From an optimization exercise on the open Yosys and OpenROAD flow, aimed at small area, a short achievable clock period and few clock cycles per item; shortcuts taken in it are not production practice. RTL that was checked went through simulation tests only; none was proved equivalent to the original. No activity file was given, so power comes from the tool's default toggle rates.

==> flow/design.v (excerpt) <==
module radio_mode_fsm #(
    parameter [7:0]  CHANNEL_RESET = 8'h0B,
    parameter [15:0] CCACFG_RESET  = 16'h0000
) (
    input  wire        clk,
    input  wire        rst,             
    input  wire        in_valid,
    output wire        in_ready,
    input  wire        in_kind,         
    input  wire [31:0] in_word,
    input  wire [31:0] in_arg,
    input  wire        in_abortable,    
    input  wire        in_ack_req,      
    input  wire [31:0] pool_handle,
    output wire        pool_take,
    output wire        rsp_valid,
    output wire [31:0] rsp_word,
    output wire        out_valid,
    output wire [31:0] out_w0,
    output wire [31:0] out_w1,
    output wire [1:0]  need,
    output reg  [7:0]  hw_channel,
    output reg  [15:0] hw_cca,
    output wire [7:0]  fault
);
Settings: LEC_CHECK=0, CAP_MARGIN=20, CORE_MARGIN=2, CORE_UTILIZATION=40, PLACE_DENSITY=0.6, SETUP_SLACK_MARGIN=4.5, SLEW_MARGIN=20; clock period 8.0 ns.
run.sh (not shown) runs the stock make flow with config.mk's settings and CLKGATE_MAP_FILE= SYNTH_SCRIPT=/design/flow/synth_recipe.tcl, a recipe that flattens the netlist after the stock synthesis.
The baseline completed with no timing, DRC or antenna violations.
Rerun with:
==> flow/flow/run.sh (new file) <==
#!/bin/bash
# The standard layout (standard.sh), with every port buffered by a
# sky130_fd_sc_hd__buf_1 instead of the cell buffer_ports picks by default.
set -euo pipefail
export BUFFER_PORTS_ARGS="-buffer_cell sky130_fd_sc_hd__buf_1"
bash standard.sh > standard.log 2>&1
==> flow/standard.sh (new file) <==
#!/bin/bash
# synth_recipe.tcl (not shown) runs the flow's synth.tcl, then flattens the netlist and writes it again
# the make line also repeats each setting of config.mk as NAME=value (left out here)
make -C /OpenROAD-flow-scripts/flow DESIGN_CONFIG=/design/flow/config.mk WORK_HOME=/design/flow/orfs CLKGATE_MAP_FILE= SYNTH_SCRIPT=/design/flow/synth_recipe.tcl "${@:-finish}"
--- a/flow/config.mk
+++ b/flow/config.mk
@@ -10,4 +10,3 @@
 export CORE_UTILIZATION = 40
 export PLACE_DENSITY = 0.6
-export SETUP_SLACK_MARGIN = 4.5
 export SLEW_MARGIN = 20
removed: flow/run.sh
Effect: Design area goes down by 19%. First-iteration DRC count is lower by 34%. Maximum frequency shrinks by 28%.
Rerun with:
==> flow/run.sh (new file) <==
#!/bin/bash
# synth_recipe.tcl (not shown) runs the flow's synth.tcl, then flattens the netlist and writes it again
# the make line also repeats each setting of config.mk as NAME=value (left out here)
make -C /OpenROAD-flow-scripts/flow DESIGN_CONFIG=/design/flow/config.mk WORK_HOME=/design/flow/orfs CLKGATE_MAP_FILE= SYNTH_SCRIPT=/design/flow/synth_recipe.tcl finish
removed: flow/flow/run.sh
removed: flow/standard.sh
Effect: Wire length rose by a few percent; first-iteration DRC count rose slightly; power rose by a few percent.
No functional check of the RTL was part of any run of this note.

* * *

radio_mode_fsm, a different RTL version from the one above (not shown whole).
Size in the first run: ~1500 cells after synthesis, roughly 250 flip-flops.
// radio_mode_fsm
module radio_mode_fsm #(
    parameter [7:0]  CHANNEL_RESET = 8'h0B,
    parameter [15:0] CCACFG_RESET  = 16'h0000
) (
    input  wire        clk,
    input  wire        rst,             
    input  wire        in_valid,
    output wire        in_ready,
    input  wire        in_kind,         
    input  wire [31:0] in_word,
    input  wire [31:0] in_arg,
    input  wire        in_abortable,    
    input  wire        in_ack_req,      
    input  wire [31:0] pool_handle,
    output wire        pool_take,
    output wire        rsp_valid,
    output wire [31:0] rsp_word,
    output wire        out_valid,
    output wire [31:0] out_w0,
    output wire [31:0] out_w1,
    output wire [1:0]  need,
    output reg  [7:0]  hw_channel,
    output reg  [15:0] hw_cca,
    output wire [7:0]  fault
);
export LEC_CHECK = 0
export ABC_AREA = 1
export CAP_MARGIN = 20
export CORE_MARGIN = 2
export CORE_UTILIZATION = 45
export PLACE_DENSITY = 0.64
export SETUP_SLACK_MARGIN = 5.0
export SLEW_MARGIN = 20
create_clock -name core_clock -period 8.0 [get_ports {clk}]
standard.sh (not shown) runs the stock make flow with config.mk's settings and CLKGATE_MAP_FILE= SYNTH_SCRIPT=/design/flow/synth_recipe.tcl, a recipe that flattens the netlist after the stock synthesis.
==> flow/flow/run.sh <==
#!/bin/bash
# The standard layout (standard.sh), with every port buffered by a
# sky130_fd_sc_hd__buf_1 instead of the cell buffer_ports picks by default,
# and clock tree synthesis without dummy loads.
set -euo pipefail
export BUFFER_PORTS_ARGS="-buffer_cell sky130_fd_sc_hd__buf_1"
export CTS_ARGS="-sink_clustering_enable -repair_clock_nets -buf_list sky130_fd_sc_hd__clkbuf_4 -dont_use_dummy_load"
bash standard.sh > standard.log 2>&1
Testbench counts at the start, summed over its fixed seeds: cycles 33,341, items 32,000.
==> next run, changes <==
- CORE_UTILIZATION: 45 -> 50
- PLACE_DENSITY: 0.64 -> 0.65
=>
- final area is higher by 0.77%
- final cell count fell by 0.62%
- die area drops by 9.8%
- worst hold slack gains 0.0051 ns
- clock power went down by 3.2%
- sequential share of layout area is lower by 0.35 points
==> next run, changes <==
- CORE_UTILIZATION: 50 -> 40
- PLACE_DENSITY: 0.65 -> 0.6
After rerunning:
- design area increases slightly
- first-iteration DRC count decreases by a few percent
- sequential share of layout area decreases by 0.64 points
- hold slack gets worse by 0.022 ns
- setup slack gets worse by 0.044 ns
- final cell count increases by a few percent
- synthesized area is unchanged
==> next run, changes <==
==> flow/flow/run.sh (replaced) <==
#!/bin/bash
# The standard layout (standard.sh), with every port buffered by a
# sky130_fd_sc_hd__buf_1 instead of the cell buffer_ports picks by default.
set -euo pipefail
export BUFFER_PORTS_ARGS="-buffer_cell sky130_fd_sc_hd__buf_1"
bash standard.sh > standard.log 2>&1
- CORE_UTILIZATION: 40 -> 50
- CTS_BUF_LIST: default -> sky130_fd_sc_hd__clkbuf_4
- PLACE_DENSITY: 0.6 -> 0.65
After rerunning: Area after synthesis stays the same. Hold slack improves by 0.026 ns. Global-route usage went up by 4.6 points.
==> next run, changes <==
- CORE_UTILIZATION: 50 -> 45
- PLACE_DENSITY: 0.65 -> 0.62
Non-clock buffer count went up by 4.
Total power went up by 0.39%.
Cell count went up by 1.3%.
Utilization went down by 6.1 points.
Fmax went down by 0.60%.
Sequential power barely changes.
Cell area hardly moves.
Combinational power barely changes.
Worst hold slack loses 0.010 ns.
Worst setup slack loses 0.018 ns.
==> next run, changes <==
==> flow/flow/run.sh (replaced) <==
#!/bin/bash
# The standard layout (standard.sh), with every port buffered by a
# sky130_fd_sc_hd__buf_1 instead of the cell buffer_ports picks by default,
# and clock tree synthesis without dummy loads.
set -euo pipefail
export BUFFER_PORTS_ARGS="-buffer_cell sky130_fd_sc_hd__buf_1"
export CTS_ARGS="-sink_clustering_enable -repair_clock_nets -buf_list sky130_fd_sc_hd__clkbuf_4 -dont_use_dummy_load"
bash standard.sh > standard.log 2>&1
- CTS_BUF_LIST: sky130_fd_sc_hd__clkbuf_4 -> default
- PLACE_DENSITY: 0.62 -> 0.6
Wire length came out higher by 1.2%.
Worst setup slack degrades by 0.092 ns.
Final area decreases by 1.6%.
Final cell count shrinks by about 2.3%.
Die area is unchanged.
Critical path depth grows by 11.

## re-timing with driven ports
How much do the figures lean on ideal ports? The routed layouts below were timed once more, with nothing changed but the port constraints.
Step 1, drivers: a clkbuf_16 drives clk and a buf_2 each remaining input, both assumed.
Step 2 adds t to the input delays and takes it off the output delays; t is the mean of the earliest and latest rising clock arrival at the registers after step 1. Input paths then give back, and output paths get back, about the clock's delay inside the block.
a / b / c = ideal / step 1 / step 2; a / b = the first two.
run	t (ns)	slack for setup (ns)	hold WS [ns]	worst setup path at the end	clock arrival spread, ns
the first run of note 1	0.588	3.759 / 3.640 / 3.052	0.456 / 0.456 / 0.456	input to register	0.017 / 0.016
the second run of note 1	0.580	2.122 / 2.103 / 1.523	0.454 / 0.454 / 0.454	input to register	0.014 / 0.014
the third run of note 1	0.597	1.915 / 1.908 / 1.311	0.456 / 0.456 / 0.456	input to register	0.022 / 0.022
the first run of note 2	0.671	5.003 / 4.992 / 4.321	0.450 / 0.450 / 0.450	input to register	0.067 / 0.066
the second run of note 2	0.690	5.010 / 4.982 / 4.308	0.455 / 0.455 / 0.455	input to register	0.060 / 0.061
the third run of note 2	0.673	4.966 / 4.957 / 4.284	0.434 / 0.434 / 0.434	input to register	0.080 / 0.080
the fourth run of note 2	0.700	5.033 / 5.033 / 4.333	0.460 / 0.460 / 0.460	input to register	0.042 / 0.043
the fifth run of note 2	0.718	5.015 / 4.970 / 4.313	0.450 / 0.450 / 0.450	input to register	0.048 / 0.048
the sixth run of note 2	0.663	4.923 / 4.923 / 4.260	0.432 / 0.432 / 0.432	input to register	0.073 / 0.072
After both steps every run listed still meets setup and hold. For the first run of note 1, which loses most, drivers alone change the setup slack by -0.119 ns; drivers and shift together by -0.707 ns.
